Background: an optimization exercise with open tools, aiming at small area, a short achievable clock period and few clock cycles. Do not read the settings as production practice. In this exercise RTL edits were held to simulation tests only and were not proved equivalent to the original. Power is estimated from default activity; no workload was simulated.

## design/flow/config.mk

```make
export PLATFORM = sky130hd
export DESIGN_NAME = tim_decoder
export DESIGN_NICKNAME = tim_decoder
export VERILOG_FILES = /design/flow/design.v
export SDC_FILE = /design/flow/constraint.sdc
export NUM_CORES = 4
export LEC_CHECK = 0
export CAP_MARGIN = 20
export CORE_MARGIN = 2
export CORE_UTILIZATION = 30
export PLACE_DENSITY = 0.5
export SLEW_MARGIN = 20
export SYNTH_MEMORY_MAX_BITS = 8192
```

## design/flow/constraint.sdc

```tcl
create_clock -name core_clock -period 14.0 [get_ports {clk}]
set_input_delay 2.8000 -clock core_clock [delete_from_list [all_inputs] [get_ports {clk}]]
set_output_delay 2.8000 -clock core_clock [all_outputs]
set_load 0.01 [all_outputs]
```

## design/flow/design.v

```verilog
module tim_decoder (
    input  wire        clk,
    input  wire        rst,
    input  wire        start,
    input  wire [31:0] slen,
    input  wire [31:0] maxres,
    input  wire        cfg_allow_oob,
    input  wire        cfg_ignore_version,
    input  wire        cfg_first_row_only,
    output wire        idle,
    input  wire        s_valid,
    input  wire [7:0]  s_data,
    output reg         s_ready,
    output reg         p_valid,
    input  wire        p_ready,
    output reg  [31:0] p_argb,
    output reg         p_mask,
    output reg         done,
    output reg  [5:0]  reason,
    output reg  [1:0]  fmt,
    output reg  [17:0] width,
    output reg  [15:0] height,
    output reg  [4:0]  page,
    output reg  [7:0]  x_off,
    output reg  [7:0]  y_off,
    output reg         pal_stp
);
    localparam [5:0] R_OK          = 6'd0;
    localparam [5:0] R_TAG         = 6'd1;
    localparam [5:0] R_VERSION     = 6'd2;
    localparam [5:0] R_FMT_CODE    = 6'd3;
    localparam [5:0] R_CLUT_W      = 6'd4;
    localparam [5:0] R_CLUT_H      = 6'd5;
    localparam [5:0] R_PAL_MISSING = 6'd6;
    localparam [5:0] R_STRIDE_ZERO = 6'd7;
    localparam [5:0] R_HEIGHT_ZERO = 6'd8;
    localparam [5:0] R_WIDTH_LARGE = 6'd10;
    localparam [5:0] R_PAGE_RANGE  = 6'd11;
    localparam [5:0] R_HDR_TRUNC   = 6'd16;
    localparam [5:0] R_PAL_TRUNC   = 6'd17;
    localparam [5:0] R_IMG_TRUNC   = 6'd18;
    localparam [5:0] R_STREAM_END  = 6'd32;
    localparam [1:0] F_I4  = 2'd0;
    localparam [1:0] F_I8  = 2'd1;
    localparam [1:0] F_D16 = 2'd2;
    localparam [1:0] F_D24 = 2'd3;
    localparam [2:0] P_IDLE = 3'd0;
    localparam [2:0] P_HDR  = 3'd1;
    localparam [2:0] P_PHDR = 3'd2;
    localparam [2:0] P_PAL  = 3'd3;
    localparam [2:0] P_IHDR = 3'd4;
    localparam [2:0] P_MUL  = 3'd5;
    localparam [2:0] P_IMG  = 3'd6;
    localparam [2:0] P_FIN  = 3'd7;
    localparam [2:0] Q_HDR  = 3'd0;
    localparam [2:0] Q_PHDR = 3'd1;
    localparam [2:0] Q_PAL  = 3'd2;
    localparam [2:0] Q_IHDR = 3'd3;
    localparam [2:0] Q_IMG  = 3'd4;
    localparam [2:0] Q_STOP = 3'd5;
    reg  [2:0]  ps;           
    reg  [3:0]  hb;           
    reg         idle_r;
    reg  [7:0]  f0d, f1d;     
    reg  [1:0]  f0t, f1t;     
    reg  [1:0]  n;            
    reg  [31:0] rem;          
    reg         tol_ok;       
    reg  [2:0]  rq;           
    reg  [16:0] q;            
    reg  [15:0] rows;         
    reg         oob_q, ign_q, first_q;
    reg  [17:0] maxres_q;
    reg         maxres_big;
    reg         haspal, hdr_ok, code_bad;
    reg  [7:0]  lo;           
    reg  [7:0]  g24;
    reg  [8:0]  cw9;          
    reg         cw_bad;
    reg  [15:0] s16;          
    reg         xy_bad;
    reg  [15:0] W;            
    reg         W_pend;
    reg  [3:0]  Wct;
    reg  [3:0]  Wr;
    reg  [3:0]  c;            
    reg  [7:0]  pc;           
    reg         row0;
    reg         stp;
    reg  [1:0]  sb;           
    reg         nib;          
    reg         v2;           
    reg  [3:0]  a2r, a2p;
    reg         in2;
    reg  [4095:0] ring;
    assign idle = idle_r;
    function [3:0] ct;        
        input [3:0] g;
        begin
            ct = g[3] ? {g[2:0] + 3'd1, 1'b0} : {g[2:0], 1'b1};
        end
    endfunction
    function [18:0] div3;
        input [16:0] x;
        integer i;
        reg [1:0] r;
        reg [2:0] t;
        reg [16:0] qq;
        begin
            r = 2'd0;
            for (i = 16; i >= 0; i = i - 1) begin
                t = {r, x[i]};
                if (t >= 3'd3) begin
                    qq[i] = 1'b1;
                    t = t - 3'd3;
                end else begin
                    qq[i] = 1'b0;
                end
                r = t[1:0];
            end
            div3 = {r, qq};
        end
    endfunction
    function [31:0] expand;
        input [15:0] raw;
        begin
            expand = (raw == 16'd0) ? 32'd0 :
                     {8'hFF, raw[4:0], 3'b000, raw[9:5], 3'b000, raw[14:10], 3'b000};
        end
    endfunction
    wire [7:0] hd   = f0d;
    wire       avail = (n != 2'd0);
    wire       t_last = f0t[1];
    wire       t_tail = f0t[0];
    wire       exhausted = (n == 2'd0) && (rem == 32'd0) && !tol_ok;
    wire       stall = p_valid & ~p_ready;
    wire       fmt_pal = ~fmt[1];
    wire       w_fire = W_pend && (c == Wct);
    wire       pal_hi   = sb[0];
    wire       pal_kept = (fmt == F_I8) || (pc[7:4] == 4'd0);
    wire       pal_st   = row0 && pal_kept;
    wire       pal_blk  = pal_hi && pal_st && W_pend && !w_fire;
    reg        pop;
    always @(*) begin
        case (ps)
            P_HDR, P_PHDR: pop = avail;
            P_IHDR:        pop = avail && !(hb == 4'd11 && W_pend);
            P_PAL:         pop = avail && !pal_blk;
            P_IMG:         pop = avail && !stall && !(fmt == F_I4 && !nib);
            default:       pop = 1'b0;
        endcase
    end
    wire push = s_valid & s_ready;
    wire       img_go = (ps == P_IMG) && avail && !stall;
    wire [7:0] idx    = (fmt == F_I4) ? {4'd0, nib ? hd[7:4] : hd[3:0]} : hd;
    wire       pix_pal = img_go && fmt_pal;
    wire       d24_pad = (sb == 2'd0) && t_tail;
    wire       pix_dir = img_go && !fmt_pal &&
                         ((fmt == F_D16) ? sb[0] : (sb == 2'd2));
    wire [15:0] d16raw = {hd, lo};
    wire [31:0] dir_argb = (fmt == F_D16) ? expand(d16raw) : {8'hFF, lo, g24, hd};
    wire        dir_mask = (fmt == F_D16) ? hd[7] : 1'b0;
    wire [15:0] raw2 = ring[{a2r, a2p} * 16 +: 16];
    wire [15:0] praw = in2 ? raw2 : 16'd0;
    wire [18:0] d3   = div3({s16, 1'b0});
    reg  [17:0] w_calc;
    always @(*) begin
        case (fmt)
            F_I4:    w_calc = {s16, 2'b00};
            F_I8:    w_calc = {1'b0, s16, 1'b0};
            F_D16:   w_calc = {2'b00, s16};
            default: w_calc = {1'b0, d3[16:0]};
        endcase
    end
    wire [6:0]  ox2  = {hd[5:0], 1'b0};
    wire [8:0]  xd3  = div3({10'd0, ox2}) ;
    reg  [7:0]  x_calc;
    always @(*) begin
        case (fmt)
            F_I4:    x_calc = {hd[5:0], 2'b00};
            F_I8:    x_calc = {1'b0, hd[5:0], 1'b0};
            F_D16:   x_calc = {2'b00, hd[5:0]};
            default: x_calc = {2'b00, xd3[5:0]};
        endcase
    end
    wire [15:0] h16   = {hd, lo};
    wire        w_big = maxres_big ? 1'b0 : (width > maxres_q);
    wire [32:0] rsub  = {1'b0, rem} - {16'd0, (ps == P_MUL) ? {s16, 1'b0} : {16'd0, pop}};
    wire [1:0]  n_next = n + {1'b0, push} - {1'b0, pop};
    wire        rem_ge1 = (rem != 32'd0);
    wire        rem_ge2 = (rem[31:1] != 31'd0);
    wire        rem_ge3 = (rem[31:2] != 30'd0) || (rem[1:0] == 2'd3);
    wire        rem_ge4 = (rem[31:2] != 30'd0);
    reg         u_ge1, u_ge2;
    always @(*) begin
        case (n)
            2'd0:    begin u_ge1 = rem_ge1; u_ge2 = rem_ge2; end
            2'd1:    begin u_ge1 = rem_ge2; u_ge2 = rem_ge3; end
            default: begin u_ge1 = rem_ge3; u_ge2 = rem_ge4; end
        endcase
    end
    wire        u_ok_next = tol_ok || (push ? u_ge2 : u_ge1);
    reg         reload_nz;
    always @(*) begin
        case (rq)
            Q_HDR:   reload_nz = hdr_ok;
            Q_PHDR:  reload_nz = (cw9 != 9'd0);
            Q_PAL:   reload_nz = 1'b1;
            Q_IHDR:  reload_nz = (s16 != 16'd0);
            Q_IMG:   reload_nz = (rows > 16'd1);
            default: reload_nz = 1'b0;
        endcase
    end
    wire        q_is1 = (q == 17'd1);
    wire        q_nz  = (q != 17'd0);
    wire        q_next_nz = push ? (!q_is1 || reload_nz) : q_nz;
    reg         fin;         
    reg         fin_px;      
    reg  [5:0]  fin_reason;
    always @(*) begin
        fin = 1'b0;
        fin_px = 1'b0;
        fin_reason = R_OK;
        case (ps)
            P_HDR: begin
                if (exhausted) begin
                    fin = 1'b1; fin_reason = oob_q ? R_HDR_TRUNC : R_STREAM_END;
                end else if (avail) begin
                    if (hb == 4'd1 && {hd, lo} != 16'h0010) begin
                        fin = 1'b1; fin_reason = R_TAG;
                    end else if (hb == 4'd3 && {hd, lo} != 16'h0000 && !ign_q) begin
                        fin = 1'b1; fin_reason = R_VERSION;
                    end else if (hb == 4'd7 && code_bad) begin
                        fin = 1'b1; fin_reason = R_FMT_CODE;
                    end else if (hb == 4'd7 && !hdr_ok) begin
                        fin = 1'b1; fin_reason = R_PAL_MISSING;
                    end
                end
            end
            P_PHDR: begin
                if (exhausted) begin
                    fin = 1'b1; fin_reason = oob_q ? R_HDR_TRUNC : R_STREAM_END;
                end else if (avail && hb == 4'd11) begin
                    if (cw_bad) begin
                        fin = 1'b1; fin_reason = R_CLUT_W;
                    end else if (h16 == 16'd0 || h16 > 16'd256) begin
                        fin = 1'b1; fin_reason = R_CLUT_H;
                    end
                end
            end
            P_PAL: begin
                if (exhausted) begin
                    fin = 1'b1; fin_reason = oob_q ? R_PAL_TRUNC : R_STREAM_END;
                end
            end
            P_IHDR: begin
                if (exhausted) begin
                    fin = 1'b1; fin_reason = oob_q ? R_HDR_TRUNC : R_STREAM_END;
                end else if (pop && hb == 4'd11) begin
                    if (s16 == 16'd0) begin
                        fin = 1'b1; fin_reason = R_STRIDE_ZERO;
                    end else if (h16 == 16'd0) begin
                        fin = 1'b1; fin_reason = R_HEIGHT_ZERO;
                    end else if (w_big) begin
                        fin = 1'b1; fin_reason = R_WIDTH_LARGE;
                    end else if (xy_bad) begin
                        fin = 1'b1; fin_reason = R_PAGE_RANGE;
                    end
                end
            end
            P_MUL: begin
                if (W != 16'd0 && rsub[32]) begin
                    fin = 1'b1; fin_reason = R_IMG_TRUNC;
                end
            end
            P_IMG: begin
                if (exhausted && !nib) begin
                    fin_px = 1'b1;
                    if (fmt == F_D24 && sb == 2'd0 && q <= 17'd2 &&
                        (rows == 16'd1 || width == 18'd0))
                        fin_reason = R_OK;
                    else
                        fin_reason = R_STREAM_END;
                end else if (pop && t_last) begin
                    fin_px = 1'b1; fin_reason = R_OK;
                end
            end
            default: ;
        endcase
    end
    wire start_acc = idle_r && start;
    genvar gr;
    generate
        for (gr = 0; gr < 16; gr = gr + 1) begin : g_ring
            wire wr = w_fire && (Wr == gr);
            always @(posedge clk) begin
                ring[gr*256 + 16 +: 240] <= ring[gr*256 +: 240];
                ring[gr*256 +: 16] <= wr ? W : ring[gr*256 + 240 +: 16];
            end
        end
    endgenerate
    always @(posedge clk) begin
        oob_q      <= cfg_allow_oob;
        ign_q      <= cfg_ignore_version;
        first_q    <= cfg_first_row_only;
        maxres_q   <= maxres[17:0];
        maxres_big <= (maxres[31:18] != 14'd0);
        c <= c + 4'd1;
        if (rst) begin
            ps      <= P_IDLE;
            idle_r  <= 1'b1;
            s_ready <= 1'b0;
            n       <= 2'd0;
            p_valid <= 1'b0;
            v2      <= 1'b0;
            done    <= 1'b0;
            W_pend  <= 1'b0;
        end else begin
            done <= 1'b0;
            if (push && (n == 2'd0 || (n == 2'd1 && pop))) begin
                f0d <= s_data;
                f0t <= {q_is1 && (rq == Q_PAL || rq == Q_IMG) && rows == 16'd1, q <= 17'd2};
            end else if (pop && n == 2'd2) begin
                f0d <= f1d;
                f0t <= f1t;
            end
            if (push && n == 2'd1 && !pop) begin
                f1d <= s_data;
                f1t <= {q_is1 && (rq == Q_PAL || rq == Q_IMG) && rows == 16'd1, q <= 17'd2};
            end
            n <= n_next;
            if (push) begin
                if (q_is1) begin
                    case (rq)
                        Q_HDR: begin
                            if (hdr_ok) begin
                                rq <= haspal ? Q_PHDR : Q_IHDR; q <= 17'd12;
                            end else begin
                                rq <= Q_STOP; q <= 17'd0;
                            end
                        end
                        Q_PHDR: begin rq <= Q_PAL; q <= {7'd0, cw9, 1'b0}; end
                        Q_PAL: begin
                            if (rows > 16'd1) begin
                                rows <= rows - 16'd1; q <= {7'd0, cw9, 1'b0};
                            end else begin
                                rq <= Q_IHDR; q <= 17'd12;
                            end
                        end
                        Q_IHDR: begin rq <= Q_IMG; q <= {s16, 1'b0}; end
                        Q_IMG: begin
                            if (rows > 16'd1) begin
                                rows <= rows - 16'd1; q <= {s16, 1'b0};
                            end else begin
                                rq <= Q_STOP; q <= 17'd0;
                            end
                        end
                        default: ;
                    endcase
                end else begin
                    q <= q - 17'd1;
                end
            end
            s_ready <= (ps != P_IDLE) && (ps != P_FIN) && !fin && !fin_px &&
                       (n_next != 2'd2) && u_ok_next && q_next_nz;
            if (ps == P_MUL) begin
                if (W != 16'd0 && !rsub[32]) rem <= rsub[31:0];
            end else if (pop) begin
                rem <= rsub[31:0];
            end
            if (w_fire) W_pend <= 1'b0;
            case (ps)
                P_IDLE: begin
                    if (start) begin
                        ps      <= P_HDR;
                        idle_r  <= 1'b0;
                        hb      <= 4'd0;
                        rem     <= slen;
                        tol_ok  <= 1'b0;
                        rq      <= Q_HDR;
                        q       <= 17'd8;
                        s_ready <= 1'b1;
                        n       <= 2'd0;
                        W_pend  <= 1'b0;
                        stp     <= 1'b0;
                    end
                end
                P_HDR: begin
                    if (pop) begin
                        hb <= hb + 4'd1;
                        lo <= hd;
                        if (hb == 4'd4) begin
                            fmt      <= hd[1:0];
                            haspal   <= hd[3];
                            code_bad <= hd[2];
                            hdr_ok   <= !hd[2] && (hd[3] || hd[1]);
                        end
                        if (hb == 4'd7) begin
                            hb <= 4'd0;
                            ps <= haspal ? P_PHDR : P_IHDR;
                        end
                    end
                end
                P_PHDR: begin
                    if (pop) begin
                        hb <= hb + 4'd1;
                        lo <= hd;
                        if (hb == 4'd9) begin
                            cw9    <= {hd == 8'd1, lo};
                            cw_bad <= ({hd, lo} == 16'd0) || ({hd, lo} > 16'd256);
                            if (fmt[1]) fmt <= (hd != 8'd0) ? F_I8 : F_I4;
                        end
                        if (hb == 4'd11) begin
                            ps   <= P_PAL;
                            rows <= h16;
                            pc   <= 8'd0;
                            row0 <= 1'b1;
                            sb   <= 2'd0;
                            c    <= 4'd15;
                        end
                    end
                end
                P_PAL: begin
                    if (pop) begin
                        sb[0] <= ~sb[0];
                        if (!pal_hi) begin
                            lo <= hd;
                        end else begin
                            if ((row0 || !first_q) && pal_kept)
                                stp <= stp | hd[7];
                            if (pal_st) begin
                                W      <= {hd, lo};
                                W_pend <= 1'b1;
                                Wct    <= ct(pc[3:0]);
                                Wr     <= pc[7:4];
                            end
                            if ({1'b0, pc} == cw9 - 9'd1) begin
                                pc   <= 8'd0;
                                row0 <= 1'b0;
                            end else begin
                                pc <= pc + 8'd1;
                            end
                            if (t_last) begin
                                ps <= P_IHDR;
                                hb <= 4'd0;
                            end
                        end
                    end
                end
                P_IHDR: begin
                    if (pop) begin
                        hb <= hb + 4'd1;
                        lo <= hd;
                        case (hb)
                            4'd4: x_off <= x_calc;
                            4'd5: begin
                                page[3:0] <= {hd[1:0], lo[7:6]};
                                xy_bad    <= (hd[7:2] != 6'd0);
                            end
                            4'd6: y_off <= hd;
                            4'd7: begin
                                page[4] <= hd[0];
                                if (hd[7:1] != 7'd0) xy_bad <= 1'b1;
                            end
                            4'd9: s16 <= {hd, lo};
                            4'd10: width <= w_calc;
                            4'd11: begin
                                height  <= h16;
                                rows    <= h16;
                                W       <= h16;
                                pal_stp <= stp;
                                sb      <= 2'd0;
                                nib     <= 1'b0;
                                ps      <= oob_q ? P_MUL : P_IMG;
                            end
                            default: ;
                        endcase
                    end
                end
                P_MUL: begin
                    if (W == 16'd0) begin
                        tol_ok <= 1'b1;
                        ps     <= P_IMG;
                    end else if (!rsub[32]) begin
                        W <= W - 16'd1;
                    end
                end
                P_IMG: begin
                    if (img_go) begin
                        case (fmt)
                            F_I4: nib <= ~nib;
                            F_I8: ;
                            F_D16: begin
                                sb[0] <= ~sb[0];
                                if (!sb[0]) lo <= hd;
                            end
                            default: begin
                                if (sb == 2'd0) begin
                                    if (!t_tail) begin
                                        lo <= hd;
                                        sb <= 2'd1;
                                    end
                                end else if (sb == 2'd1) begin
                                    g24 <= hd;
                                    sb  <= 2'd2;
                                end else begin
                                    sb <= 2'd0;
                                end
                            end
                        endcase
                    end
                end
                P_FIN: begin
                    if (!v2 && (!p_valid || p_ready)) begin
                        done   <= 1'b1;
                        idle_r <= 1'b1;
                        ps     <= P_IDLE;
                    end
                end
                default: ps <= P_IDLE;
            endcase
            if (fin || fin_px) begin
                reason  <= fin_reason;
                rq      <= Q_STOP;
                q       <= 17'd0;
                s_ready <= 1'b0;
                if (fin) begin
                    done   <= 1'b1;
                    idle_r <= 1'b1;
                    ps     <= P_IDLE;
                end else begin
                    ps <= P_FIN;
                end
            end
            if (stall) begin
                a2p <= a2p + 4'd1;    
            end else begin
                v2  <= pix_pal;
                a2r <= idx[7:4];
                a2p <= c - ct(idx[3:0]);
                in2 <= ({1'b0, idx} < cw9);
                if (fmt_pal) begin
                    p_valid <= v2;
                    p_argb  <= expand(praw);
                    p_mask  <= praw[15];
                end else begin
                    p_valid <= pix_dir;
                    p_argb  <= dir_argb;
                    p_mask  <= dir_mask;
                end
            end
        end
    end
endmodule
```

## design/flow/run.sh

```bash
#!/bin/bash
# synth_recipe.tcl (not shown) runs the flow's synth.tcl, then flattens the netlist and writes it again
# the make line also repeats each setting of config.mk as NAME=value (left out here)
make -C /OpenROAD-flow-scripts/flow DESIGN_CONFIG=/design/flow/config.mk WORK_HOME=/design/flow/orfs CLKGATE_MAP_FILE= SYNTH_SCRIPT=/design/flow/synth_recipe.tcl finish
```

==> impl_results.md, run 1 <==
* Run status: timing/DRC/antenna clean
* Final setup fails at 0
* Final hold viol count at 0
* FP Rows at 246
* Comb pwr share at 0.080
* Synth-to-Final Area Change at 17.7%
* Leading area contributor after synthesis: dfxtp_1
* Vias at 68000
* Most frequent cell after synthesis: dfxtp_1
* H-tree Lvls at 5
* Slew headroom at 0.269
* Max_cap viols at 0
* Synthesized area per cell at 16.9 sq um
* Pwr Density at 168 nW/um^2
* Dpl cell area at 145000 sq um
* WL/cell at 21.0 microns
* Clock Skew at 0.0786 ns
* Startpoint Class: flip-flop
* Min Tclk post-route at 13.18 ns
* Largest cells by area after synthesis: dfxtp_1, mux4_2, edfxtp_1, mux2_2, clkbuf_1
* Sequential element share of the synthesized area at 0.671
* Ys flop type: dfxtp_1
* Critical path data required time at 14.71 ns
* Type of the tightest min-delay check: flip-flop to flip-flop
* Post-DP HPWL at 186000 microns
* Slowest-stage cell, CP: edfxtp_1
* Core Area at 450000 sq um
* Clock share of power at 0.439
* Sequential Power Share at 0.481
* Root buffer cell: clkbuf_16
* Most used cell, CP: ha_2
* Max clock buf depth at 4
* FF+latch count, synth at 4408
* RePlAce Congestion at 0.843
* Crit end category: flip-flop
* Gr ovfl total at 0
* Die W at 676 microns
* Detailed-route vias per instance at 4.64
* Leakage at 58.6 nW
* Beginning of the worst hold path: ring[2699]$_DFF_P_
* Worst path arrival time at 13.88 ns
* Num CTS Buffers at 427
* Clk sinks at 4408
* Hold buffer count at cts at 0
* Top cells by count, synth: dfxtp_1, mux4_2, clkbuf_1
* Yosys top cell area share at 0.610
* Total die area at 457000 sq um
* Net Sw Power at 0.00627 W
* Initial DRC count at 4098
* DR DRC count at 0
* Final wirelength at 308000 microns
* Initial Util at 0.302
* Worst reg2reg path startpoint: s16[14]$_DFFE_PP_
* Peak supply drop at 0.122 mV
* Total track usage at 0.133
* Pin count of the biggest net entering global routing at 131
* DRT Pass-1 Iters at 6
* DRT antenna net count at 0
* CTS tree: yes
* TNS Setup at 0 ns
* Syn_nets at 8173
* Final nets at 8505
* Crit path from: s16[14]$_DFFE_PP_
* Synth unique cells at 83
* Net Sw Frac at 0.234
* Global-route wire length before repair at 476000 microns
* Port Buffers at 180
* Die span in y at 676 microns
* Vias in the first global route at 75200
* Yosys warning count at 1
* Int Power at 0.0205 W
* Clk slew on worst S/H paths at 0.06 ns
* Worst-margin pin slew at 1.09 ns
* Share of cells above drive strength 1 at 0.299
* Antenna violations before repair at 11
* Post-synth EDFFs at 275
* Fraction of registers with async set/reset at 0
* Max FO, Critical Path at 6
* Syn Inst Count at 8009
* Clock latency on the worst-skew pair at 0.97 ns
* Mapped Area at 136000 sq um
* CP Class: flip-flop to flip-flop
* Slew Viols, Final at 0
* I/O Pins at 181
* Fin crit share at 0.941
* Highest clock rate at 0.0759 GHz
* Final instance area at 160000 sq um
* Max incr delay on CP at 0.37 ns
-- final timing paths --
check | end | slack [ns] | depth (start not counted)
setup / recovery | width[0]$_DFFE_PP_ | 0.82 | 70
hold / removal | ring[2715]$_DFF_P_ | 0.29 | 0
setup reg to reg | width[0]$_DFFE_PP_ | 0.82 | 70
hold reg to reg | ring[2715]$_DFF_P_ | 0.29 | 0
-- what timing repair did --
action	4_1_cts	5_1_grt
setup endpoints to repair	2	3
resized for setup	4	28
pin swaps	0	6
cloned	0	0
buffers inserted	0	5
-- through the flow --
stage / worst slack, ns / hold WS, ns / total power [W] / std cells / util
global route: -0.0899 / 0.313 / 0.0278 / 14600 / 0.355
finish: 0.823 / 0.295 / 0.0268 / 14600 / 0.355
CTS: 0.0112 / 0.308 / 0.0272 / 14600 / 0.354
floorplan: 0.390 / 0.326 / 0.0147 / 8009 / -
global placement: 0.0618 / 0.329 / 0.0153 / 13900 / 0.322
detailed placement: -0.0907 / 0.331 / 0.0154 / 13900 / 0.322
-- placed cells by master, fill, tap and decap left out, types with 25 or more instances in the layout --
master | netlist | routed
nor2_1 | 205 | 191
o21ai_0 | 140 | 139
mux4_2 | 1366 | 1366
and3_1 | 28 | 28
dfxtp_1 | 4133 | 4133
xnor2_1 | 49 | 49
buf_4 | 7 | 164
inv_1 | 89 | 88
mux2_2 | 275 | 275
nand3_1 | 41 | 40
clkbuf_8 | 0 | 94
nor2b_1 | 31 | 31
nor3_1 | 59 | 56
ha_1 | 82 | 74
nor4_1 | 37 | 35
clkbuf_1 | 305 | 78
clkinv_2 | 0 | 84
clkdlybuf4s50_1 | 0 | 180
nand2_1 | 214 | 213
bufinv_16 | 0 | 36
a21o_1 | 25 | 25
clkbuf_16 | 0 | 435
edfxtp_1 | 275 | 275
xor2_1 | 36 | 36
a21oi_1 | 135 | 130
-- sequential cells by signal, indices dropped and copies added, names as in the netlist, 17 cells and up --
name      cells
q            17
maxres_q     18
ring       4096
width        18
p_argb       25
rem          32
-- power by group through the flow --
stage                     Combinational, W  Sequential [W]  Clock (W)
final                              0.00215          0.0129     0.0118
after global routing               0.00232          0.0129     0.0126
after CTS                          0.00221          0.0129     0.0121
after detailed placement           0.00220          0.0131          0
after global placement             0.00219          0.0131          0
after floorplan                    0.00159          0.0131          0
-- area by class of cell --
class,instances,area [sq um]
clock buffers,608,12500
diodes,6,15.0
inverters,90,338
well taps,5952,7450
repair buffers,360,3350
multi-input cells,3054,42800
clock inverters,166,2110
flip-flops and latches,4408,91000
fillers,41800,290000
-- per-layer routing --
metal  up-vias  track usage  part of all wire
met5         -            0                 0
li1      30600            -                 -
met1     35500        0.179              0.46
met3       495       0.0196             0.037
met2      1336        0.221              0.48
met4         0       0.0377             0.028
-- worst max-delay path: cells and delay by family, from the launching register on --
family,cells,cell delay [ns]
adder cells (fa/ha/maj),14,3.21
AO/OA/AOI/OAI,25,4.33
multiplexers,4,0.81
AND/OR/NAND/NOR,24,3.77
XOR/XNOR,1,0.17
flip-flops,1,0.37
buffers and inverters,2,0.23
-- cells by family (layout without fill, tap and decap cells) --
kind of cell,after synthesis,after routing,synth area share
muxes,1665,1665,0.252
other,0,6,0
AOI/OAI and AO/OA,485,485,0.0228
xor gates and xnor gates,85,85,0.00549
DFF,4408,4408,0.671
buffers and inverters,547,1224,0.0154
and+or+nand+nor,734,734,0.0259
adders and majority gates,85,85,0.00793
Testbench counts, summed over its fixed seeds: cycles 250,433.
==> run 2: changes to the inputs <==
--- a/design/flow/design.v
+++ b/design/flow/design.v
@@ -89,9 +89,14 @@
     reg         stp;
     reg  [1:0]  sb;           
     reg         nib;          
+    reg         sk_v;         
+    reg  [24:0] sk_d;         
+    reg         sk_m;
     reg         v2;           
     reg  [3:0]  a2r, a2p;
     reg         in2;
+    reg         v3;           
+    reg  [15:0] r3;
     reg  [4095:0] ring;
     assign idle = idle_r;
     function [3:0] ct;        
@@ -100,25 +105,30 @@
             ct = g[3] ? {g[2:0] + 3'd1, 1'b0} : {g[2:0], 1'b1};
         end
     endfunction
-    function [18:0] div3;
-        input [16:0] x;
+    function [2:0] d3s;       
+        input [1:0] r;
+        input       b;
+        begin
+            d3s[2] = r[1] | (r[0] & b);
+            d3s[1] = (r[0] & ~b) | (r[1] & b);
+            d3s[0] = (~r[1] & ~r[0] & b) | (r[1] & ~b);
+        end
+    endfunction
+    function [9:0] d3c8;
+        input [1:0] r;
+        input [7:0] x;
         integer i;
-        reg [1:0] r;
-        reg [2:0] t;
-        reg [16:0] qq;
+        reg [1:0] rr;
+        reg [2:0] st;
+        reg [7:0] qq;
         begin
-            r = 2'd0;
-            for (i = 16; i >= 0; i = i - 1) begin
-                t = {r, x[i]};
-                if (t >= 3'd3) begin
-                    qq[i] = 1'b1;
-                    t = t - 3'd3;
-                end else begin
-                    qq[i] = 1'b0;
-                end
-                r = t[1:0];
+            rr = r;
+            for (i = 7; i >= 0; i = i - 1) begin
+                st = d3s(rr, x[i]);
+                qq[i] = st[2];
+                rr = st[1:0];
             end
-            div3 = {r, qq};
+            d3c8 = {qq, rr};
         end
     endfunction
     function [31:0] expand;
@@ -133,7 +143,7 @@
     wire       t_last = f0t[1];
     wire       t_tail = f0t[0];
     wire       exhausted = (n == 2'd0) && (rem == 32'd0) && !tol_ok;
-    wire       stall = p_valid & ~p_ready;
+    wire       stall = sk_v;
     wire       fmt_pal = ~fmt[1];
     wire       w_fire = W_pend && (c == Wct);
     wire       pal_hi   = sb[0];
@@ -161,31 +171,37 @@
     wire [31:0] dir_argb = (fmt == F_D16) ? expand(d16raw) : {8'hFF, lo, g24, hd};
     wire        dir_mask = (fmt == F_D16) ? hd[7] : 1'b0;
     wire [15:0] raw2 = ring[{a2r, a2p} * 16 +: 16];
-    wire [15:0] praw = in2 ? raw2 : 16'd0;
-    wire [18:0] d3   = div3({s16, 1'b0});
+    wire [15:0] praw = r3;
+    wire [31:0] pal_argb = expand(praw);
+    wire        np_v = !sk_v && (fmt_pal ? v3 : pix_dir);
+    wire [24:0] np_d = fmt_pal ? {pal_argb[31], pal_argb[23:0]} : {dir_argb[31], dir_argb[23:0]};
+    wire        np_m = fmt_pal ? praw[15] : dir_mask;
+    reg  [1:0]  d3r;
+    wire [9:0]  d3hi = d3c8(2'd0, hd);
+    wire [9:0]  d3lo = d3c8(d3r, s16[7:0]);
+    wire [2:0]  d3l0 = d3s(d3lo[1:0], 1'b0);
     reg  [17:0] w_calc;
     always @(*) begin
         case (fmt)
             F_I4:    w_calc = {s16, 2'b00};
             F_I8:    w_calc = {1'b0, s16, 1'b0};
             F_D16:   w_calc = {2'b00, s16};
-            default: w_calc = {1'b0, d3[16:0]};
+            default: w_calc = {1'b0, width[16:9], d3lo[9:2], d3l0[2]};
         endcase
     end
-    wire [6:0]  ox2  = {hd[5:0], 1'b0};
-    wire [8:0]  xd3  = div3({10'd0, ox2}) ;
+    wire [9:0]  xd3  = d3c8(2'd0, {1'b0, hd[5:0], 1'b0});
     reg  [7:0]  x_calc;
     always @(*) begin
         case (fmt)
             F_I4:    x_calc = {hd[5:0], 2'b00};
             F_I8:    x_calc = {1'b0, hd[5:0], 1'b0};
             F_D16:   x_calc = {2'b00, hd[5:0]};
-            default: x_calc = {2'b00, xd3[5:0]};
+            default: x_calc = {2'b00, xd3[7:2]};
         endcase
     end
     wire [15:0] h16   = {hd, lo};
     wire        w_big = maxres_big ? 1'b0 : (width > maxres_q);
-    wire [32:0] rsub  = {1'b0, rem} - {16'd0, (ps == P_MUL) ? {s16, 1'b0} : {16'd0, pop}};
+    wire [32:0] rsub  = {1'b0, rem} - {16'd0, (ps == P_MUL) ? {s16, 1'b0} : 17'd1};
     wire [1:0]  n_next = n + {1'b0, push} - {1'b0, pop};
     wire        rem_ge1 = (rem != 32'd0);
     wire        rem_ge2 = (rem[31:1] != 31'd0);
@@ -312,7 +328,9 @@
             s_ready <= 1'b0;
             n       <= 2'd0;
             p_valid <= 1'b0;
+            sk_v    <= 1'b0;
             v2      <= 1'b0;
+            v3      <= 1'b0;
             done    <= 1'b0;
             W_pend  <= 1'b0;
         end else begin
@@ -462,7 +480,11 @@
                                 page[4] <= hd[0];
                                 if (hd[7:1] != 7'd0) xy_bad <= 1'b1;
                             end
-                            4'd9: s16 <= {hd, lo};
+                            4'd9: begin
+                                s16         <= {hd, lo};
+                                width[16:9] <= d3hi[9:2];
+                                d3r         <= d3hi[1:0];
+                            end
                             4'd10: width <= w_calc;
                             4'd11: begin
                                 height  <= h16;
@@ -511,7 +533,7 @@
                     end
                 end
                 P_FIN: begin
-                    if (!v2 && (!p_valid || p_ready)) begin
+                    if (!v2 && !v3 && !sk_v && (!p_valid || p_ready)) begin
                         done   <= 1'b1;
                         idle_r <= 1'b1;
                         ps     <= P_IDLE;
@@ -539,15 +561,24 @@
                 a2r <= idx[7:4];
                 a2p <= c - ct(idx[3:0]);
                 in2 <= ({1'b0, idx} < cw9);
-                if (fmt_pal) begin
-                    p_valid <= v2;
-                    p_argb  <= expand(praw);
-                    p_mask  <= praw[15];
+                v3  <= v2;
+                r3  <= in2 ? raw2 : 16'd0;
+            end
+            if (!p_valid || p_ready) begin
+                if (sk_v) begin
+                    p_valid <= 1'b1;
+                    p_argb  <= {{8{sk_d[24]}}, sk_d[23:0]};
+                    p_mask  <= sk_m;
+                    sk_v    <= 1'b0;
                 end else begin
-                    p_valid <= pix_dir;
-                    p_argb  <= dir_argb;
-                    p_mask  <= dir_mask;
-                end
+                    p_valid <= np_v;
+                    p_argb  <= {{8{np_d[24]}}, np_d[23:0]};
+                    p_mask  <= np_m;
+                end
+            end else if (!sk_v && np_v) begin
+                sk_v <= 1'b1;
+                sk_d <= np_d;
+                sk_m <= np_m;
             end
         end
     end
==> run 2 against run 1 <==
  * Final cell count up 2.4%
  * Via count increased by 2.4%
  * Worst setup slack gained 7.0 ns
  * Non-clock buffer count shrank 47
  * Synthesized area grew 1.4%
  * Flip-flop and latch count rose by 46
  * Fmax up 110%
  * Combinational power shrank 14%
  * Sequential power about the same
  * Critical endpoint is now f0d[0]$_DFFE_PP_
==> impl_results.md, run 2 <==
* Worst path arrival time at 6.82 ns (-7.06 ns)
* Peak supply drop at 0.123 mV (+0.66%)
* Top cells by count, synth: dfxtp_1, mux4_2, clkbuf_1
* Critical-path cell list: clkdlybuf4s50_1 > and2_1 > clkinv_1 > a211oi_2 > a21oi_1 > nor2_1
* Max clock buf depth at 4 (unchanged)
* Vias in the first global route at 75600 (+0.65%)
* Global-route wire length before repair at 487000 microns (+2.3%)
* Initial Util at 0.301 (-0.000352)
* Critical path data required time at 14.60 ns (-0.11 ns)
* Hold buffer count at cts at 0 (unchanged)
* Max incr delay on CP at 1.03 ns (+0.66 ns)
* Most frequent cells in the layout: dfxtp_1, mux4_2, clkbuf_16
* CTS tree: yes
* CP Class: input port to flip-flop
* R2R setup slack at 8.32 ns (+7.50 ns)
* Core Area at 456000 sq um (+1.5%)
* RePlAce Congestion at 0.873 (+3.5%)
* Final wirelength at 319000 microns (+3.6%)
* Slowest-stage cell, CP: a211oi_2
* Total track usage at 0.135 (+0.00282)
* Clk slew on worst S/H paths at 0.06 ns (about the same)
* Num CTS Buffers at 423 (-0.94%)
* Fill cells at 42700 (+2.2%)
* Worst-margin pin slew at 1.16 ns (+0.0671 ns)
* Sequential element share of the synthesized area at 0.672 (+0.000736)
* Pwr Density at 165 nW/um^2 (-1.4%)
* Yosys warning count at 1 (unchanged)
* Initial DRC count at 4433 (+8.2%)
* Pin count of the biggest net entering global routing at 143 (+9.2%)
* Post-DP HPWL at 189000 microns (+1.4%)
* Largest registers: ring (4096), rem (32)
* Leading area contributor after synthesis: dfxtp_1
* Reg with most FFs: ring
* Share of cells above drive strength 1 at 0.276 (-0.0224)
* Synthesized area per cell at 16.7 sq um (-1.5%)
* Gr ovfl total at 0 (unchanged)
* Die W at 681 microns (+0.69%)
* Crit end category: flip-flop
* Final hold viol count at 0 (unchanged)
* Post-cts repair resize count at 0 (-4)
* WL/cell at 21.3 microns (+1.2%)
* Synth-to-Final Area Change at 17.2%
* Slew Viols, Final at 0 (unchanged)
* Leakage at 58.8 nW (+0.37%)
* Setup Buffers After CTS at 0 (unchanged)
* Slew headroom at 0.221 (-0.0485)
* Highest clock rate at 0.161 GHz (+110%)
* Die span in y at 681 microns (+0.69%)
* Dpl cell area at 147000 sq um (+1.2%)
* Total die area at 464000 sq um (+1.4%)
* Port Buffers at 180 (unchanged)
* Multi-input gate area at 43200 sq um (+0.85%)
* TNS Setup at 0 ns (unchanged)
* Post-synth EDFFs at 319 (+16%)
* FP Rows at 248 (+0.81%)
* Synth unique cells at 87 (+4.8%)
* Clock Skew at 0.0661 ns (-0.0125 ns)
* FF+latch count, synth at 4454 (+1.0%)
* Root buffer cell: clkbuf_16
* Syn Inst Count at 8245 (+2.9%)
* Clock latency on the worst-skew pair at 0.97 ns (about the same)
* Yosys top cell area share at 0.602 (-0.00804)
* Final setup fails at 0 (unchanged)
* Largest cells by area after synthesis: dfxtp_1, mux4_2, edfxtp_1, mux2_2, mux2i_1
* Max_cap viols at 0 (unchanged)
* Unrepaired setup endpoints after global routing: false
* H-tree Lvls at 5 (unchanged)
* Detailed-route vias per instance at 4.64 (about the same)
* DRT Pass-1 Iters at 5 (-1)
* Run status: timing/DRC/antenna clean
* Max FO, Critical Path at 22 (+16)
* Final instance area at 161000 sq um (+0.96%)
* Startpoint Class: input port
* Min Tclk post-route at 6.23 ns (-6.95 ns)
* Syn_nets at 8399 (+2.8%)
* Clk sinks at 4454 (+1.0%)
* Fraction of registers with async set/reset at 0 (unchanged)
* Vias at 69600 (+2.4%)
* Register area at 92400 sq um (+1.5%)
* Fin crit share at 0.445 (-0.497)
* Ys flop type: dfxtp_1
* I/O Pins at 181 (unchanged)
* Type of the tightest min-delay check: flip-flop to flip-flop
* Commonest non-fill, non-tap cell in the layout: dfxtp_1
* DRT antenna net count at 0 (unchanged)
* Final nets at 8659 (+1.8%)
* Most frequent cell after synthesis: dfxtp_1
* Max reg flops at 4096 (unchanged)
* Mapped Area at 138000 sq um (+1.4%)
* DR DRC count at 0 (unchanged)
* Antenna violations before repair at 22 (+11)
[run 2: cell types whose count changed after synthesis, moves of 15 or more]
cell / before / now
mux2i_1: 22 / 169
mux4_2: 1366 / 1281
o22ai_1: 15 / 80
edfxtp_1: 275 / 319
clkbuf_1: 305 / 332
or4_1: 11 / 33
mux2_2: 275 / 294
buf_1: 139 / 121
a21oi_1: 135 / 119
nor4_1: 37 / 52
[run 2: cell type report]
type / instances / share of cell area
Multi-Input combinational cell: 3228 / 0.268
Timing Repair Buffer: 313 / 0.0185
Sequential cell: 4454 / 0.573
Clock inverter: 148 / 0.0121
Inverter: 85 / 0.00198
Tap cell: 6125 / 0.0476
Clock buffer: 633 / 0.0783
Antenna cell: 6 / 0.0000932
[run 2: path summary, 6_finish.rpt]
path,cells after the start,to,from
worst min-delay path,0,ring[3274]$_DFF_P_,ring[3258]$_DFF_P_
worst max register to register,8,r3[5]$_SDFFCE_PN0P_,a2p[0]$_DFFE_PN_
worst min register to register,0,ring[3274]$_DFF_P_,ring[3258]$_DFF_P_
worst max-delay path,6,f0d[0]$_DFFE_PP_,s_valid
[run 2: cells by family after synthesis]
group	Yosys count	share of synthesized area
and+or+nand+nor	765	0.0283
buffers and inverters	563	0.0157
AOI/OAI and AO/OA	554	0.0255
DFF	4454	0.672
xor gates and xnor gates	91	0.00580
adders and majority gates	74	0.00684
muxes	1744	0.246
[run 2: power by group]
group | internal (W) | switching, W
registers | 0.0129 | 0.000104
clock network | 0.00684 | 0.00493
logic | 0.000686 | 0.00116
[run 2: metal layers]
metal	up-vias	routed length (microns)	GRT usage
met4	2	8530	0.0400
met3	469	14300	0.0203
met2	1569	150000	0.223
met1	36200	146000	0.185
met5	-	11	0
li1	31400	-	-
[run 2: metrics by stage]
| stage | utilization | setup WS, ns | cells | power, W | hold WS (ns) |
|---|---|---|---|---|---|
| after floorplan | - | 7.73 | 8245 | 0.0145 | 0.326 |
| after global placement | 0.321 | 7.10 | 14200 | 0.0152 | 0.328 |
| after detailed placement | 0.321 | 6.89 | 14200 | 0.0152 | 0.331 |
| after CTS | 0.353 | 7.93 | 15000 | 0.0270 | 0.295 |
| after global routing | 0.353 | 7.50 | 15000 | 0.0276 | 0.305 |
| final | 0.353 | 7.77 | 15000 | 0.0266 | 0.306 |
[run 2: critical path: cells and delay by family]
| family | cells | cell delay (ns) |
|---|---|---|
| simple gates | 2 | 1.42 |
| buf+inv | 2 | 1.45 |
| compound gates | 2 | 1.12 |
Testbench counts of run 2, summed over its fixed seeds: cycles 250,658.
==> run 3: changes to the inputs <==
==> design/flow/flow/run.sh (new file) <==
#!/bin/bash
# Layout flow: the standard ORFS flow (standard.sh), unchanged, except that
# timing repair aims for a setup slack margin, so that paths end well inside
# the clock period. The SDC, clock period and all other steps are the standard ones.
set -euo pipefail
bash standard.sh SETUP_SLACK_MARGIN=9.4 finish > flow_make.log 2>&1
==> design/flow/standard.sh (new file) <==
#!/bin/bash
# synth_recipe.tcl (not shown) runs the flow's synth.tcl, then flattens the netlist and writes it again
# the make line also repeats each setting of config.mk as NAME=value (left out here)
make -C /OpenROAD-flow-scripts/flow DESIGN_CONFIG=/design/flow/config.mk WORK_HOME=/design/flow/orfs CLKGATE_MAP_FILE= SYNTH_SCRIPT=/design/flow/synth_recipe.tcl "${@:-finish}"
removed: design/flow/run.sh
==> run 3 against run 2 <==
  * Still clean
  * First-iteration DRC count hardly changed
  * Sequential power hardly changed
  * Clock skew is 0.0038 ns lower
  * Register-to-register slack better by 1.2 ns
  * Fmax is 35% higher
  * Die area stayed put
  * Hold slack worse by 0.0079 ns
  * Power is 1.3% higher
  * Synthesized cell count stayed put
  * Combinational power is 3% higher
  * Critical path type is now flip-flop to primary output
  * Critical endpoint is now p_argb[29]
==> impl_results.md, run 3 <==
* Beginning of the worst hold path: ring[3759]$_DFF_P_
* R2R setup slack at 9.56 ns (+1.24 ns)
* Worst reg2reg path startpoint: ps[1]$_SDFFE_PP0P_
* Slew headroom at 0.171 (-0.0493)
* Total die area at 464000 sq um (unchanged)
* Vias at 70200 (+0.85%)
* Fraction of registers with async set/reset at 0 (unchanged)
* Fin crit share at 0.329 (-0.115)
* Clk slew on worst S/H paths at 0.06 ns (about the same)
* Worst-margin pin slew at 1.24 ns (+0.0836 ns)
* Initial Util at 0.301 (unchanged)
* Initial DRC count at 4437 (+0.090%)
* Largest cells by area after synthesis: dfxtp_1, mux4_2, edfxtp_1, mux2_2, mux2i_1
* Most frequent cell after synthesis: dfxtp_1
* Max incr delay on CP at 0.47 ns (-0.56 ns)
* Sequential element share of the synthesized area at 0.672 (unchanged)
* Commonest non-fill, non-tap cell in the layout: dfxtp_1
* FF+latch count, synth at 4454 (unchanged)
* Total track usage at 0.138 (+0.00296)
* Leakage at 59.6 nW (+1.4%)
* Run status: timing/DRC/antenna clean
* Highest clock rate at 0.217 GHz (+35%)
* Hold buffer count at cts at 0 (unchanged)
* Synth unique cells at 87 (unchanged)
* Share of cells above drive strength 1 at 0.289 (+0.0126)
* Final setup fails at 0 (unchanged)
* Clk sinks at 4454 (unchanged)
* Yosys top cell area share at 0.602 (unchanged)
* Peak supply drop at 0.124 mV (+0.26%)
* Post-DP HPWL at 190000 microns (+0.79%)
* Pin count of the biggest net entering global routing at 102 (-29%)
* H-tree Lvls at 5 (unchanged)
* Worst Hold Endpoint: ring[3775]$_DFF_P_
* Clock Skew at 0.0623 ns (-0.00378 ns)
* DR DRC count at 0 (unchanged)
* Unrepaired setup endpoints after global routing: true
* Top cells by count, synth: dfxtp_1, mux4_2, clkbuf_1
* Multi-input gate area at 43300 sq um (+0.21%)
* Critical-path cell list: buf_6 > buf_6 > buf_6
* Critical path data required time at 11.20 ns (-3.40 ns)
* Syn Inst Count at 8245 (unchanged)
* Hold Path Depth at 0 (unchanged)
* Min Tclk post-route at 4.61 ns (-1.62 ns)
* TNS Setup at 0 ns (unchanged)
* Port Buffers at 180 (unchanged)
* Antenna violations before repair at 23 (+4.5%)
* Type of the tightest min-delay check: flip-flop to flip-flop
* FP Rows at 248 (unchanged)
* FF-to-FF End: q[5]$_SDFFCE_PP0N_
* Worst path arrival time at 1.81 ns (-5.01 ns)
* I/O Pins at 181 (unchanged)
* Slew Viols, Final at 0 (unchanged)
* DRT antenna net count at 0 (unchanged)
* Total chip power at 0.0270 W (+1.3%)
* CP Class: flip-flop to primary output
* Crit end category: primary output
* Final nets at 8708 (+0.57%)
* Final wirelength at 326000 microns (+2.2%)
* Reg with most FFs: ring
* Yosys warning count at 1 (unchanged)
* WL/cell at 21.7 microns (+1.8%)
* Largest registers: ring (4096), rem (32)
* Max reg flops at 4096 (unchanged)
* Syn_nets at 8399 (unchanged)
* Pwr Density at 166 nW/um^2 (+0.60%)
* Max_cap viols at 0 (unchanged)
* Leading area contributor after synthesis: dfxtp_1
* Ys flop type: dfxtp_1
* Most used cell, CP: buf_6
* CTS tree: yes
* Fill cells at 42600 (-0.023%)
* DRT Pass-1 Iters at 6 (+1)
* Clock latency on the worst-skew pair at 0.97 ns (about the same)
* Core Area at 456000 sq um (unchanged)
* Startpoint Class: flip-flop
* Max clock buf depth at 4 (unchanged)
* Detailed-route vias per instance at 4.66 (+0.43%)
* Max FO, Critical Path at 6 (-73%)
* Synth-to-Final Area Change at 18.0%
* Die span in y at 681 microns (unchanged)
* Final hold viol count at 0 (unchanged)
* Global-route wire length before repair at 496000 microns (+1.7%)
* Root buffer cell: clkbuf_16
* Num CTS Buffers at 426 (+0.71%)
* Mapped Area at 138000 sq um (unchanged)
* Most frequent cells in the layout: dfxtp_1, mux4_2, clkbuf_16
* Die W at 681 microns (unchanged)
* RePlAce Congestion at 0.845 (-3.2%)
* Register area at 92400 sq um (about the same)
* Vias in the first global route at 75800 (+0.17%)
* Slowest-stage cell, CP: edfxtp_1
* Synthesized area per cell at 16.7 sq um (unchanged)
* Post-synth EDFFs at 319 (unchanged)
* Worst reg2reg path depth at 17 (+9)
* Gr ovfl total at 0 (unchanged)
run 3: power by group:
| part | total [W] | switching (W) | internal (W) |
|---|---|---|---|
| Combinational | 0.00191 | 0.00120 | 0.000708 |
| Sequential | 0.0130 | 0.000100 | 0.0129 |
| Clock | 0.0121 | 0.00499 | 0.00709 |
run 3: through the flow:
stage / hold WS (ns) / util / cell area (sq um) / cells / setup WS [ns]
finish: 0.298 / 0.356 / 162000 / 15100 / 9.39
global route: 0.299 / 0.356 / 162000 / 15000 / 9.26
CTS: 0.285 / 0.355 / 162000 / 15000 / 9.23
detailed placement: 0.331 / 0.321 / 147000 / 14200 / 7.77
global placement: 0.329 / 0.321 / 147000 / 14200 / 7.78
floorplan: 0.326 / - / 138000 / 8245 / 9.41
run 3: area by class of cell:
| type | instances | share of cell area |
|---|---|---|
| Inverter | 85 | 0.00205 |
| Clock inverter | 185 | 0.0152 |
| Tap cell | 6125 | 0.0472 |
| Timing Repair Buffer | 357 | 0.0220 |
| Timing Repair inverter | 1 | 0.0000463 |
| Multi-Input combinational cell | 3229 | 0.267 |
| Clock buffer | 611 | 0.0775 |
| Antenna cell | 7 | 0.000108 |
| Sequential cell | 4454 | 0.569 |
run 3: worst max path at each step:
stage	slack [ns]	depth (start not counted)	from	end
2_1_floorplan	9.41	12	s_valid	s_ready$_SDFF_PP0_
3_3_place_gp	7.78	9	s_valid	q[6]$_SDFFCE_PP0N_
3_5_place_dp	7.77	7	s_valid	f0d[4]$_DFFE_PP_
4_1_cts	9.23	1	p_argb[23]$_DFFE_PP_	p_argb[23]
5_1_grt	9.26	3	p_argb[30]$_DFFE_PP_	p_argb[29]
6_report	9.39	3	p_argb[30]$_DFFE_PP_	p_argb[29]
run 3: timing repair:
| item | CTS | global route |
|---|---|---|
| gates cloned | 8 | 1 |
| pin swaps | 3 | 2 |
| gates resized for setup | 273 | 26 |
| buffers inserted | 33 | 1 |
| setup endpoints to repair | 235 | 105 |
| hold endpoints to repair | 0 | 0 |
run 3: routing by layer:
metal / global-route usage / routed length, microns / vias up
met5: 0 / 12 / -
met1: 0.193 / 151000 / 36500
met2: 0.225 / 152000 / 1706
met3: 0.0213 / 15800 / 470
met4: 0.0360 / 7970 / 2
li1: - / - / 31500
run 3: cell families after synthesis:
kind of cell    count (synthesis)  synth area share
xor+xnor                       91           0.00580
buf+inv                       563            0.0157
fa+ha+maj                      74           0.00684
compound gates                554            0.0255
mux                          1744             0.246
simple gates                  765            0.0283
flops                        4454             0.672
run 3: critical path, delay by kind of cell (launching register included):
kind	cells	cell delay (ns)
flip-flops	1	0.47
buffers and inverters	3	0.37
==> run 4: changes to the inputs <==
--- a/design/flow/design.v
+++ b/design/flow/design.v
@@ -93,7 +93,7 @@
     reg  [24:0] sk_d;         
     reg         sk_m;
     reg         v2;           
-    reg  [3:0]  a2r, a2p;
+    reg  [15:0] sr, sp;
     reg         in2;
     reg         v3;           
     reg  [15:0] r3;
@@ -170,7 +170,21 @@
     wire [15:0] d16raw = {hd, lo};
     wire [31:0] dir_argb = (fmt == F_D16) ? expand(d16raw) : {8'hFF, lo, g24, hd};
     wire        dir_mask = (fmt == F_D16) ? hd[7] : 1'b0;
-    wire [15:0] raw2 = ring[{a2r, a2p} * 16 +: 16];
+    wire [15:0] raw2;
+    genvar gs, gb, gq;
+    generate
+        for (gb = 0; gb < 16; gb = gb + 1) begin : g_bit
+            wire [15:0] inner;
+            for (gq = 0; gq < 16; gq = gq + 1) begin : g_r
+                wire [15:0] col;
+                for (gs = 0; gs < 16; gs = gs + 1) begin : g_col
+                    assign col[gs] = ring[(gq*16 + gs)*16 + gb];
+                end
+                assign inner[gq] = |(col & sp);
+            end
+            assign raw2[gb] = |(inner & sr);
+        end
+    endgenerate
     wire [15:0] praw = r3;
     wire [31:0] pal_argb = expand(praw);
     wire        np_v = !sk_v && (fmt_pal ? v3 : pix_dir);
@@ -555,11 +569,11 @@
                 end
             end
             if (stall) begin
-                a2p <= a2p + 4'd1;    
+                sp <= {sp[14:0], sp[15]};    
             end else begin
                 v2  <= pix_pal;
-                a2r <= idx[7:4];
-                a2p <= c - ct(idx[3:0]);
+                sr  <= 16'd1 << idx[7:4];
+                sp  <= 16'd1 << (c - ct(idx[3:0]));
                 in2 <= ({1'b0, idx} < cw9);
                 v3  <= v2;
                 r3  <= in2 ? raw2 : 16'd0;
==> run 4 against run 3 <==
  * Still clean on timing, DRC and antenna
  * Fmax increased by 0.90%
  * Non-clock buffer count rose by 63
  * Flip-flop and latch count increased by 24
  * Critical path depth is the same
  * First-iteration DRC count grew 75%
  * Die area fell by 5.9%
  * Synthesized cell count grew 17%
  * Global-route usage grew 4.8 points
  * Clock skew is 0.013 ns lower
  * Synthesized area shrank 5.9%
  * Sequential power is essentially flat
  * Critical endpoint is now p_argb[26]
==> impl_results.md, run 4 <==
* Run status: timing/DRC/antenna clean
* Net Sw Power at 0.00656 W (+4.2%)
* Core Area at 430000 sq um (-5.8%)
* Root buffer cell: clkbuf_16
* CP Class: flip-flop to primary output
* Final hold viol count at 0 (unchanged)
* WL/cell at 26.6 microns (+23%)
* Sequential element share of the synthesized area at 0.719 (+0.0478)
* Max incr delay on CP at 0.42 ns (-0.05 ns)
* Post-DP HPWL at 239000 microns (+26%)
* Final Core Density at 0.356 (about the same)
* Worst setup margin at 9.43 ns (+0.0411 ns)
* Global-route wire length before repair at 609000 microns (+23%)
* Highest clock rate at 0.219 GHz (+0.90%)
* Ys flop type: dfxtp_1
* Unrepaired setup endpoints after global routing: true
* Pin count of the biggest net entering global routing at 83 (-19%)
* Sequential Power Share at 0.487 (+0.005)
* Final nets at 9977 (+15%)
* Max reg flops at 4096 (unchanged)
* Net Sw Frac at 0.244 (+0.0114)
* Worst-margin pin slew at 1.07 ns (-0.170 ns)
* Max FO, Critical Path at 7 (+1)
* Fraction of registers with async set/reset at 0 (unchanged)
* Total chip power at 0.0268 W (-0.62%)
* Most frequent cells in the layout: dfxtp_1, a221oi_1, a22o_1
* Max_cap viols at 0 (unchanged)
* Post-synth EDFFs at 343 (+7.5%)
* Clock Skew at 0.0494 ns (-0.0129 ns)
* Critical path data required time at 11.20 ns (about the same)
* Clock share of power at 0.447 (about the same)
* DR DRC count at 0 (unchanged)
* Slew Viols, Final at 0 (unchanged)
* FP Rows at 241 (-2.8%)
* TNS Setup at 0 ns (unchanged)
* Max clock buf depth at 4 (unchanged)
* Antenna violations before repair at 29 (+26%)
* DRT antenna net count at 0 (unchanged)
* Fill cells at 41300 (-3.3%)
* Total track usage at 0.186 (+0.0478)
* Reg with most FFs: ring
* Largest cells by area after synthesis: dfxtp_1, edfxtp_1, a221oi_1, a22o_1, a22oi_1
* Final setup fails at 0 (unchanged)
* Syn Inst Count at 9634 (+17%)
* Slew headroom at 0.285 (+0.113)
* Most used cell, CP: buf_6
* Vias in the first global route at 86400 (+14%)
* Peak supply drop at 0.147 mV (+19%)
* Crit end category: primary output
* Hold buffer count at cts at 0 (unchanged)
* Placed insts at 15100 (+6.1%)
* Largest registers: ring (4096), rem (32)
* Critical-path cell list: buf_6 > buf_8 > buf_6
* Detailed-route vias per instance at 5.30 (+14%)
* DP Worst Slack at 7.20 ns (-0.567 ns)
* H-tree Lvls at 5 (unchanged)
* Leakage at 57.0 nW (-4.3%)
* Mapped Area at 129000 sq um (-5.9%)
* Share of cells above drive strength 1 at 0.132 (-0.157)
* Multi-input gate area at 33700 sq um (-22%)
* Slowest-stage cell, CP: edfxtp_1
* Yosys warning count at 1 (unchanged)
* Die span in y at 661 microns (-3.0%)
* Num CTS Buffers at 424 (-0.47%)
* Min Tclk post-route at 4.57 ns (-0.0411 ns)
* I/O Pins at 181 (unchanged)
* Clk sinks at 4478 (+0.54%)
* RePlAce Congestion at 0.894 (+5.8%)
* Int Power at 0.0203 W (-2.1%)
* Fin crit share at 0.326 (-0.00293)
* Die W at 661 microns (-3.0%)
* CTS tree: yes
* Register area at 93100 sq um (+0.79%)
* Type of the tightest min-delay check: flip-flop to flip-flop
* Leading area contributor after synthesis: dfxtp_1
* Clk slew on worst S/H paths at 0.06 ns (about the same)
* DRT Pass-1 Iters at 6 (unchanged)
* Yosys top cell area share at 0.640 (+0.0378)
* Worst path arrival time at 1.77 ns (-0.04 ns)
* Final std cells w/o fill at 15900 (+5.7%)
* Initial DRC count at 7780 (+75%)
* CP Buf/Inv Count at 3 (unchanged)
* Gr ovfl total at 0 (unchanged)
* Top cells by count, synth: dfxtp_1, a221oi_1, a22o_1
* Total die area at 437000 sq um (-5.9%)
* Pwr Density at 176 nW/um^2 (+5.5%)
* Startpoint Class: flip-flop
* Crit path max-delay family: flip-flops
* Most frequent cell after synthesis: dfxtp_1
* Commonest non-fill, non-tap cell in the layout: dfxtp_1
* Synth-to-Final Area Change at 18.2%
* Clock latency on the worst-skew pair at 0.98 ns (about the same)
* Initial Util at 0.301 (-0.000370)
* Synth unique cells at 101 (+16%)
* Synthesized area per cell at 13.4 sq um (-19%)
* Vias at 84300 (+20%)
* Syn_nets at 9787 (+17%)
* FF+latch count, synth at 4478 (+0.54%)
* Comb pwr share at 0.067 (-0.004)
* Port Buffers at 180 (unchanged)
* Final wirelength at 422000 microns (+30%)
==> run 4: cell types whose count changed in the layout (fill, tap and decap cells not counted), moves of 24 or more <==
cell	delta
a22oi_1	+606
o21ai_0	+102
nand3_1	+110
edfxtp_1	+24
dlygate4sd2_1	+41
mux2i_1	-141
a221oi_1	+772
buf_4	+82
nand4_1	+283
o22ai_1	-63
mux4_2	-1280
a22o_1	+775
==> run 4: layout make-up <==
| class | count | area share |
|---|---|---|
| multi-input cells | 4412 | 0.220 |
| well taps | 5710 | 0.0467 |
| clock buffers | 625 | 0.0832 |
| diodes | 14 | 0.000229 |
| flip-flops and latches | 4478 | 0.609 |
| repair buffers | 420 | 0.0253 |
| inverters | 88 | 0.00229 |
| clock inverters | 158 | 0.0131 |
==> run 4: kinds of logic (layout without fill, tap and decap cells) <==
logic type,count (synthesis),in the layout,synth area share
compound gates,2759,2759,0.169
xor+xnor,88,88,0.00596
fa+ha+maj,73,73,0.00718
buf+inv,746,1291,0.0221
flops,4478,4478,0.719
mux,334,334,0.0289
other cells,0,14,0
simple gates,1156,1158,0.0473
==> run 4: timing repair <==
| item | CTS | global route |
|---|---|---|
| gates resized for setup | 157 | 21 |
| cloned | 3 | 1 |
| endpoints found under the setup margin | 323 | 97 |
| setup buffers | 22 | 3 |
| pin swaps | 3 | 4 |
==> run 4: per-layer routing <==
| metal | GRT usage | up-vias | wire, microns |
|---|---|---|---|
| met5 | 0 | - | 42 |
| met4 | 0.0648 | 6 | 15000 |
| met3 | 0.0288 | 800 | 27400 |
| met2 | 0.300 | 3282 | 193000 |
| met1 | 0.254 | 43100 | 187000 |
| li1 | - | 37100 | - |
==> run 4: power by group through the flow <==
stage / combinational, W / clock, W / sequential, W
3_3_place_gp: 0.00176 / 0 / 0.0133
4_1_cts: 0.00177 / 0.0121 / 0.0131
2_1_floorplan: 0.000835 / 0 / 0.0133
3_5_place_dp: 0.00177 / 0 / 0.0133
5_1_grt: 0.00183 / 0.0127 / 0.0131
6_report: 0.00179 / 0.0120 / 0.0131
==> run 4: final timing paths <==
kind	endpoint	slack, ns	start	depth (start not counted)
worst max-delay path	p_argb[26]	9.43	p_argb[30]$_DFFE_PP_	3
worst min-delay path	ring[3034]$_DFF_P_	0.32	ring[3018]$_DFF_P_	0
worst max register to register	rem[29]$_DFFE_PN_	9.58	ps[2]$_SDFFE_PP0P_	13
worst min register to register	ring[3034]$_DFF_P_	0.32	ring[3018]$_DFF_P_	0
==> run 4: per-stage QoR <==
step           cell area, sq um  hold WS, ns
2_1_floorplan            129000        0.331
3_3_place_gp             138000        0.333
3_5_place_dp             138000        0.335
4_1_cts                  153000        0.320
5_1_grt                  153000        0.323
6_report                 153000        0.324
Testbench counts of run 4, summed over its fixed seeds: cycles 250,658.

==> re-timing with driven ports <==
The flow's constraints put no driver on any port. The routed layouts listed below were extracted and timed again, unchanged, in two steps.
Step 1 (the two cells are an assumption about what drives the block):
set clk [get_ports {clk}]
set_driving_cell -lib_cell sky130_fd_sc_hd__clkbuf_16 $clk
set_driving_cell -lib_cell sky130_fd_sc_hd__buf_2 [delete_from_list [all_inputs] $clk]
Step 2 moves the port delays by t, midway between the first and last clock arrival at a register: inputs arrive t later, outputs are due t later. That takes back most of the time a late clock gives input paths.
Three values: ideal, step 1, step 2; two values: the first two.
run	t (ns)	setup WS [ns]	worst setup path at the end	pins driven straight from the clock port
run 1	1.044	0.823 / 0.823 / 0.823	register to register	1
run 2	1.051	7.774 / 7.856 / 6.805	input to register	1
run 3	1.052	9.390 / 9.277 / 8.491	input to register	1
run 4	1.060	9.431 / 9.317 / 8.498	input to register	1
After both steps every run listed still meets setup and hold. The setup slack of run 2, which loses most, moves by +0.082 ns with the drivers and by -0.969 ns with both steps.
